This design comes from an exercise in tuning for small area on the open sky130 flow, not from production work.
In this exercise RTL edits were held to simulation tests only and were not proved equivalent to the original.
Power figures rest on the tool's default switching activity, not on a simulated workload.

==> v7 <==
==> flow/design.v <==
module slink_engine (
    input  wire         clk,
    input  wire         rst,           
    input  wire [31:0]  now,           
    input  wire         ev_valid,
    input  wire         ev_level,      
    input  wire [31:0]  ev_tick,
    input  wire         dec_en,
    input  wire         send_valid,
    input  wire [5:0]   send_len,
    input  wire [255:0] send_str,
    input  wire         hw_fail,
    output wire         tx,
    output reg          req_done,
    output reg  [1:0]   req_result,    
    output reg          send_ok,
    output reg          rx_byte_valid,
    output wire [7:0]   rx_byte,
    output reg          rx_stray_valid,
    output wire [2:0]   rx_stray_n,
    output reg          rx_frame_end
);
    localparam       Q_GROUPS = 67;
    localparam [1:0] TX_IDLE  = 2'b00;
    localparam [1:0] TX_GUARD = 2'b01;
    localparam [1:0] TX_SPACE = 2'b10;
    localparam [1:0] TX_MARK  = 2'b11;
    localparam [14:0] TM_END   = 15'h0001;
    localparam [14:0] TM_2400  = 15'h0b57;
    localparam [14:0] TM_600   = 15'h7e99;
    localparam [14:0] TM_1200  = 15'h1f5c;
    localparam [14:0] TM_20000 = 15'h44c3;
    function [31:0] sub32;           
        input [31:0] a;
        input [31:0] b;
        reg          bw;
        integer      k;
        begin
            bw = 1'b0;
            for (k = 0; k < 32; k = k + 1) begin
                sub32[k] = a[k] ^ b[k] ^ bw;
                bw       = (~a[k] & b[k]) | (~(a[k] ^ b[k]) & bw);
            end
        end
    endfunction
    function [7:0] inc8;             
        input [7:0] a;
        reg         cy;
        integer     k;
        begin
            cy = 1'b1;
            for (k = 0; k < 8; k = k + 1) begin
                inc8[k] = a[k] ^ cy;
                cy      = cy & a[k];
            end
        end
    endfunction
    function [6:0] incdec7;          
        input [6:0] a;
        input       up;
        reg         cy;
        integer     k;
        begin
            cy = 1'b1;
            for (k = 0; k < 7; k = k + 1) begin
                incdec7[k] = a[k] ^ cy;
                cy         = cy & (a[k] ^ ~up);
            end
        end
    endfunction
    function [4:0] pack3;
        input [1:0] t0;
        input [1:0] t1;
        input [1:0] t2;
        begin
            case ({t0[1], t1[1], t2[1]})
                3'b000:  pack3 = {2'b00, t2[0], t1[0], t0[0]};
                3'b001:  pack3 = {3'b110, t1[0], t0[0]};
                3'b111:  pack3 = 5'b11100;
                3'b010:  pack3 = {2'b10, 1'b0, t2[0], t0[0]};
                3'b011:  pack3 = {2'b10, 1'b1, 1'b0, t0[0]};
                3'b100:  pack3 = {2'b01, t2[0], t1[0], 1'b0};
                3'b110:  pack3 = {2'b01, t2[0], 2'b01};
                default: pack3 = {2'b01, t1[0], 2'b11};       
            endcase
        end
    endfunction
    function [1:0] unpack3;          
        input [4:0] g;
        input [1:0] k;
        reg   [1:0] t0, t1, t2;
        begin
            case (g[4:3])
                2'b00: begin
                    t0 = {1'b0, g[0]}; t1 = {1'b0, g[1]}; t2 = {1'b0, g[2]};
                end
                2'b11: begin
                    t0 = {g[2], g[0]}; t1 = {g[2], g[1]}; t2 = 2'b10;
                end
                2'b10: begin
                    t0 = {1'b0, g[0]}; t1 = 2'b10;      t2 = {g[2], g[1]};
                end
                default: begin
                    t0 = 2'b10;
                    t1 = {g[0] & ~g[1], g[0] ? g[2] : g[1]};
                    t2 = {g[0] & g[1], g[2]};
                end
            endcase
            unpack3 = (k == 2'd0) ? t0 : (k == 2'd1) ? t1 : t2;
        end
    endfunction
    reg         halted;
    wire        run = !halted && !hw_fail;
    reg [31:0]  last_interrupt_tick;
    reg [31:0]  last_falling_edge_tick;
    reg [7:0]   shreg;
    reg [2:0]   bit_cnt;
    reg         cnt_zero;
    reg         partial_frame;
    reg [5*Q_GROUPS-1:0] q_mem;
    reg [6:0]   q_groups;
    reg [1:0]   q_off;
    reg [1:0]   q_stn;
    reg [1:0]   q_st0;
    reg [1:0]   q_st1;
    reg [1:0]   tx_state;
    reg [127:0] tx_bits;         
    reg [4:0]   tx_nbytes;
    reg [7:0]   tx_idx;          
    reg [14:0]  tx_timer;        
    assign tx         = (tx_state == TX_MARK);
    assign rx_byte    = shreg;
    assign rx_stray_n = bit_cnt;
    wire [31:0] idle_diff = sub32(now, last_falling_edge_tick);
    wire        bus_idle  = (|idle_diff[31:15]) || idle_diff[14:0] > 15'd21800;
    reg         parse_ok;
    reg [127:0] parse_bits;
    reg [7:0]   c;
    reg         hex;
    integer     i;
    always @(*) begin
        parse_ok   = !send_len[0] && (!send_len[5] || send_len[4:0] == 5'd0);
        parse_bits = 128'd0;
        for (i = 0; i < 32; i = i + 1) begin
            c   = send_str[8*i +: 8];
            hex = (c[7:4] == 4'h3 && c[3:0] <= 4'd9) ||
                  (c[7] == 1'b0 && c[6] && c[4:3] == 2'b00 &&
                   c[2:0] != 3'd0 && c[2:0] != 3'd7);
            if ((i / 2) < send_len[5:1] && !hex)
                parse_ok = 1'b0;
            parse_bits[127 - 4*i] = c[3] | c[6];
            parse_bits[126 - 4*i] = c[2] ^ (c[6] & c[1] & c[0]);
            parse_bits[125 - 4*i] = c[1] ^ (c[6] & c[0]);
            parse_bits[124 - 4*i] = c[0] ^ c[6];
        end
    end
    wire [31:0] since_last_edge = sub32(ev_tick, last_interrupt_tick);
    wire        ev_accept       = ev_valid && ((|since_last_edge[31:7]) || since_last_edge[6:0] >= 7'd100);
    wire [31:0] low_duration    = sub32(ev_tick, last_falling_edge_tick);
    wire        s_hi            = |low_duration[31:12];
    wire        s_gap           = s_hi || low_duration[11:0] >= 12'd2010;
    wire        s_one           = s_hi || low_duration[11:0] >= 12'd910;
    wire [1:0]  s_cls           = {s_gap, s_one};
    wire        q_push          = ev_accept && ev_level;
    wire        q_nogroup = (q_groups == 7'd0);
    wire        q_empty   = q_nogroup && q_stn == 2'd0;
    wire        q_full    = (q_groups == Q_GROUPS &&
                             ((q_off == 2'd1 && q_stn == 2'd0) || (q_off == 2'd2 && q_stn == 2'd1))) ||
                            (q_groups == Q_GROUPS - 1 && q_off == 2'd0 && q_stn == 2'd2);
    wire [5*Q_GROUPS+4:0] q_ext = {q_mem, 5'd0};
    wire [4:0]  q_oldest  = q_ext[5*q_groups +: 5];
    wire [1:0]  head      = q_nogroup ? q_st0 : unpack3(q_oldest, q_off);
    wire        head_gap  = head[1];
    wire        head_one  = head[0];
    wire        dec_sample = dec_en && !q_empty;
    wire        dec_flush  = dec_en && q_empty && partial_frame && bus_idle;
    wire        cnt_nz     = !cnt_zero && bit_cnt != 3'd0;
    wire        q_drop     = dec_sample || (q_push && q_full);
    wire        q_drop_grp = q_drop && !q_nogroup;
    wire        q_drop_st  = q_drop && q_nogroup;
    wire        q_pack     = q_push && !q_drop_st && q_stn == 2'd2;
    wire        q_grp_gone = q_drop_grp && q_off == 2'd2;
    wire        tx_busy   = (tx_state != TX_IDLE) || !bus_idle;
    wire        send_acc  = send_valid && parse_ok && !tx_busy;
    wire        tx_seg_end = (tx_timer == TM_END);
    wire        tx_last    = (tx_idx == {tx_nbytes, 3'b000});
    wire        tx_bit     = tx_bits[~tx_idx[6:0]];
    always @(posedge clk) begin
        if (q_pack)
            q_mem <= {q_mem[5*Q_GROUPS-6:0], pack3(q_st0, q_st1, s_cls)};
        if (send_acc)
            tx_bits <= parse_bits;
        req_result <= {parse_ok && tx_busy, !parse_ok};
        if (rst) begin
            halted                 <= 1'b0;
            last_interrupt_tick    <= 32'd0;
            last_falling_edge_tick <= 32'd0;
            cnt_zero               <= 1'b1;
            partial_frame          <= 1'b0;
            q_groups               <= 7'd0;
            q_off                  <= 2'd0;
            q_stn                  <= 2'd0;
            tx_state               <= TX_IDLE;
            req_done               <= 1'b0;
            send_ok                <= 1'b0;
            rx_byte_valid          <= 1'b0;
            rx_stray_valid         <= 1'b0;
            rx_frame_end           <= 1'b0;
        end else begin
            if (hw_fail)
                halted <= 1'b1;
            req_done       <= run && send_valid;
            send_ok        <= run && tx_state == TX_GUARD && tx_seg_end;
            rx_byte_valid  <= run && dec_sample && !head_gap && !cnt_zero && bit_cnt == 3'd7;
            rx_stray_valid <= run && (dec_flush || (dec_sample && head_gap)) && cnt_nz;
            rx_frame_end   <= run && dec_flush;
            if (dec_sample && !head_gap) begin
                partial_frame <= 1'b1;
                shreg         <= {shreg[6:0], head_one};
                bit_cnt       <= cnt_zero ? 3'd1 : {bit_cnt[2] ^ (bit_cnt[1] & bit_cnt[0]),
                                                    bit_cnt[1] ^ bit_cnt[0], ~bit_cnt[0]};
                cnt_zero      <= 1'b0;
            end else if (dec_sample || dec_flush) begin
                cnt_zero      <= 1'b1;
            end
            if (dec_flush)
                partial_frame <= 1'b0;
            if (q_drop_grp)
                q_off <= (q_off == 2'd2) ? 2'd0 : {q_off[0], ~q_off[0]};
            if (q_pack != q_grp_gone)
                q_groups <= incdec7(q_groups, q_pack);
            if (q_drop_st) begin
                if (q_push) begin
                    if (q_stn == 2'd2) begin
                        q_st0 <= q_st1;
                        q_st1 <= s_cls;
                    end else begin
                        q_st0 <= s_cls;
                    end
                end else begin
                    q_st0 <= q_st1;
                    q_stn <= q_stn - 2'd1;
                end
            end else if (q_push) begin
                if (q_stn == 2'd0)
                    q_st0 <= s_cls;
                else
                    q_st1 <= s_cls;
                q_stn <= q_pack ? 2'd0 : q_stn + 2'd1;
            end
            if (ev_accept) begin
                last_interrupt_tick <= ev_tick;
                if (!ev_level)
                    last_falling_edge_tick <= ev_tick;
            end
            if (send_acc) begin
                tx_state  <= TX_MARK;
                tx_nbytes <= send_len[5:1];
                tx_idx    <= 8'd0;
                tx_timer  <= TM_2400;
            end else begin
                tx_timer <= {tx_timer[13:0], tx_timer[14] ^ tx_timer[13]};
                if (tx_seg_end) begin
                    case (tx_state)
                        TX_MARK: begin
                            tx_state <= TX_SPACE;
                            tx_timer <= TM_600;
                        end
                        TX_GUARD: begin
                            tx_state <= TX_IDLE;
                        end
                        TX_SPACE: begin
                            if (tx_last) begin
                                tx_state <= TX_GUARD;
                                tx_timer <= TM_20000;
                            end else begin
                                tx_state <= TX_MARK;
                                tx_timer <= tx_bit ? TM_1200 : TM_600;
                                tx_idx   <= inc8(tx_idx);
                            end
                        end
                        default: ;
                    endcase
                end
            end
        end
    end
endmodule
==> flow/run.sh <==
#!/bin/bash
# synth_recipe.tcl (not shown) runs the flow's synth.tcl, then flattens the netlist and writes it again
# the make line also repeats each setting of config.mk as NAME=value (left out here)
make -C /OpenROAD-flow-scripts/flow DESIGN_CONFIG=/design/flow/config.mk WORK_HOME=/design/flow/orfs CLKGATE_MAP_FILE= SYNTH_SCRIPT=/design/flow/synth_recipe.tcl finish
==> flow/config.mk <==
export PLATFORM = sky130hd
export DESIGN_NAME = slink_engine
export DESIGN_NICKNAME = slink_engine
export VERILOG_FILES = /design/flow/design.v
export SDC_FILE = /design/flow/constraint.sdc
export NUM_CORES = 4
export LEC_CHECK = 0
export CAP_MARGIN = 20
export CORE_MARGIN = 2
export CORE_UTILIZATION = 40
export SLEW_MARGIN = 20
==> flow/constraint.sdc <==
create_clock -name core_clock -period 20.0 [get_ports {clk}]
set_input_delay 4.0000 -clock core_clock [delete_from_list [all_inputs] [get_ports {clk}]]
set_output_delay 4.0000 -clock core_clock [all_outputs]
set_load 0.01 [all_outputs]
==> inputs of v17, as changes to v7 <==
--- a/flow/design.v
+++ b/flow/design.v
@@ -143,15 +143,14 @@
         parse_bits = 128'd0;
         for (i = 0; i < 32; i = i + 1) begin
             c   = send_str[8*i +: 8];
-            hex = (c[7:4] == 4'h3 && c[3:0] <= 4'd9) ||
-                  (c[7] == 1'b0 && c[6] && c[4:3] == 2'b00 &&
-                   c[2:0] != 3'd0 && c[2:0] != 3'd7);
+            hex = !c[7] & ((!c[6] & c[5] & c[4] & ~(c[3] & (c[2] | c[1]))) |
+                           (c[6] & !c[4] & !c[3] & (c[2] | c[1] | c[0]) & ~(c[2] & c[1] & c[0])));
             if ((i / 2) < send_len[5:1] && !hex)
                 parse_ok = 1'b0;
             parse_bits[127 - 4*i] = c[3] | c[6];
-            parse_bits[126 - 4*i] = c[2] ^ (c[6] & c[1] & c[0]);
-            parse_bits[125 - 4*i] = c[1] ^ (c[6] & c[0]);
-            parse_bits[124 - 4*i] = c[0] ^ c[6];
+            parse_bits[126 - 4*i] = c[2] | (c[6] & ~c[2] & ~c[1] & c[0]);
+            parse_bits[125 - 4*i] = c[1] | (c[6] & ~c[2] & ~c[1] & c[0]);
+            parse_bits[124 - 4*i] = c[0];
         end
     end
     wire [31:0] since_last_edge = sub32(ev_tick, last_interrupt_tick);
@@ -184,12 +183,27 @@
     wire        send_acc  = send_valid && parse_ok && !tx_busy;
     wire        tx_seg_end = (tx_timer == TM_END);
     wire        tx_last    = (tx_idx == {tx_nbytes, 3'b000});
-    wire        tx_bit     = tx_bits[~tx_idx[6:0]];
+    wire [3:0]  tx_code    = {tx_bits[~{tx_idx[6:2], 2'd0}], tx_bits[~{tx_idx[6:2], 2'd1}],
+                              tx_bits[~{tx_idx[6:2], 2'd2}], tx_bits[~{tx_idx[6:2], 2'd3}]};
+    wire        tx_letter  = tx_code[3] && tx_code[2:1] != 2'b00;
+    wire [2:0]  tx_low     = (tx_code[2:0] == 3'b111) ? 3'b001 : tx_code[2:0];
+    wire [3:0]  tx_nibble  = tx_letter ? {1'b1, tx_low[2:0] + 3'd1} : tx_code;
+    wire        tx_bit     = tx_nibble[~tx_idx[1:0]];
     always @(posedge clk) begin
         if (q_pack)
             q_mem <= {q_mem[5*Q_GROUPS-6:0], pack3(q_st0, q_st1, s_cls)};
         if (send_acc)
-            tx_bits <= parse_bits;
+            tx_timer <= TM_2400;
+        else if (tx_seg_end && tx_state == TX_MARK)
+            tx_timer <= TM_600;
+        else if (tx_seg_end && tx_state == TX_SPACE)
+            tx_timer <= tx_last ? TM_20000 : tx_bit ? TM_1200 : TM_600;
+        else
+            tx_timer <= {tx_timer[13:0], tx_timer[14] ^ tx_timer[13]};
+        if (tx_state == TX_IDLE) begin
+            tx_bits   <= parse_bits;
+            tx_nbytes <= send_len[5:1];
+        end
         req_result <= {parse_ok && tx_busy, !parse_ok};
         if (rst) begin
             halted                 <= 1'b0;
@@ -255,16 +269,12 @@
             end
             if (send_acc) begin
                 tx_state  <= TX_MARK;
-                tx_nbytes <= send_len[5:1];
                 tx_idx    <= 8'd0;
-                tx_timer  <= TM_2400;
             end else begin
-                tx_timer <= {tx_timer[13:0], tx_timer[14] ^ tx_timer[13]};
                 if (tx_seg_end) begin
                     case (tx_state)
                         TX_MARK: begin
                             tx_state <= TX_SPACE;
-                            tx_timer <= TM_600;
                         end
                         TX_GUARD: begin
                             tx_state <= TX_IDLE;
@@ -272,10 +282,8 @@
                         TX_SPACE: begin
                             if (tx_last) begin
                                 tx_state <= TX_GUARD;
-                                tx_timer <= TM_20000;
                             end else begin
                                 tx_state <= TX_MARK;
-                                tx_timer <= tx_bit ? TM_1200 : TM_600;
                                 tx_idx   <= inc8(tx_idx);
                             end
                         end
==> flow/flow/run.sh (new file) <==
#!/bin/bash
# The standard layout (standard.sh, with the standard flow's own synthesis script), with
# these changes:
# - synthesis maps the logic with ABC for area (flow/abc_area.script:
#   rounds of choice computation and area-oriented mapping) in place of
#   ORFS's delay-oriented script; everything else in synthesis, and so every
#   register, is as in the standard synthesis;
# - the port buffers are the smallest buffer cell;
# - CTS uses clkbuf_8 only, larger sink clusters and no dummy loads;
# - the floorplan step removes synthesis buffers instead of sizing up gates
#   against the unplaced, unbuffered netlist.
# Each step's full output is in synth.log / layout.log here, and ORFS's own
# logs under orfs/logs.
set -euo pipefail
work=$(pwd)
rm -rf "$work/abc_scripts"
cp -r "$FLOW_HOME/scripts" "$work/abc_scripts"
cp "$work/flow/abc_area.script" "$work/abc_scripts/abc_speed.script"
bash standard.sh "SCRIPTS_DIR=$work/abc_scripts" synth > synth.log 2>&1
bash standard.sh \
  "BUFFER_PORTS_ARGS=-buffer_cell sky130_fd_sc_hd__buf_1" \
  "CTS_ARGS=-sink_clustering_enable -repair_clock_nets -dont_use_dummy_load -buf_list sky130_fd_sc_hd__clkbuf_8 -sink_clustering_size 16 -sink_clustering_max_diameter 60" \
  REMOVE_ABC_BUFFERS=1 \
  finish > layout.log 2>&1
==> flow/flow/abc_area.script (new file) <==
strash
dch -f
map -a
strash
dch -f
map -a
strash
dch -f
map -a
strash
dch -f
amap -F 2 -m
strash
dch -f
amap -F 2 -m
topo
==> flow/standard.sh (new file) <==
#!/bin/bash
# synth_recipe.tcl (not shown) runs the flow's synth.tcl, then flattens the netlist and writes it again
# the make line also repeats each setting of config.mk as NAME=value (left out here)
make -C /OpenROAD-flow-scripts/flow DESIGN_CONFIG=/design/flow/config.mk WORK_HOME=/design/flow/orfs CLKGATE_MAP_FILE= SYNTH_SCRIPT=/design/flow/synth_recipe.tcl "${@:-finish}"
removed: flow/run.sh
==> notes <==
Fmax: v7 is higher than v17 (8.0%).
Flip-flop and latch count is the same in v7 and v17.
In v17 the clock-buffer cell count is lower than in v7, by 35.
In v17 the cell count is lower than in v7, by about 1.3%.
Against v7, the sequential share of layout area of v17 is higher by 8.5 points.
Of v17 and v7, v17 has the higher worst hold slack (gap 0.00053 ns).
Clock power: v17 is smaller than v7 (about 50%).
==> figures <==
                                                                                v7                      v17
Met3 wire length                                                           3390 µm                  3790 µm
Routed met2 length                                                        34800 µm                 34400 µm
Cell Int Power                                                             2.26 mW                  1.78 mW
Met1 wire length                                                          31200 µm                 29500 µm
Largest driver fanout on the critical path                                     178                      149
Destination of the worst register-to-register timing path                q_mem[82]               q_mem[120]
CTS H-tree depth                                                                 3                        2
Non-filler cells, final                                                       3372                     3327
Status                                                     complete, no violations  complete, no violations
Die Ht                                                                      272 µm                   262 µm
Most frequent CP cell                                        sky130_fd_sc_hd__fa_2    sky130_fd_sc_hd__fa_1
Count of unique library cells instantiated by Yosys                             80                       53
Highest routing layer actually used                                           met4                     met5
Reg2reg path depth                                                              45                       50
Setup slack, reg-to-reg                                                    6.47 ns                  4.58 ns

## what the ideal ports hide
The results above use ideal ports. As a check the final layouts listed here were re-extracted and re-timed, cells and wires unchanged.
Step 1 (the two cells are an assumption about what drives the block):
set clk [get_ports {clk}]
set_driving_cell -lib_cell sky130_fd_sc_hd__clkbuf_16 $clk
set_driving_cell -lib_cell sky130_fd_sc_hd__buf_2 [delete_from_list [all_inputs] $clk]
Step 2 times the ports against the registers' clock, not the clock port: input delays grow and output delays shrink by t, the midpoint of the rising clock arrivals with the driver on.
a / b / c = no drivers / after step 1 / after step 2; a / b = the first two.
run | shift t [ns] | setup slack, ns | worst hold slack (ns)
v7 | 0.656 | 2.709 / 2.747 / 2.091 | 0.437 / 0.437 / 0.437
v17 | 0.683 | 1.321 / 1.352 / 0.668 | 0.438 / 0.438 / 0.438
After both steps every run listed still meets setup and hold. For v17, which loses most, drivers alone change the setup slack by +0.031 ns; drivers and shift together by -0.653 ns.
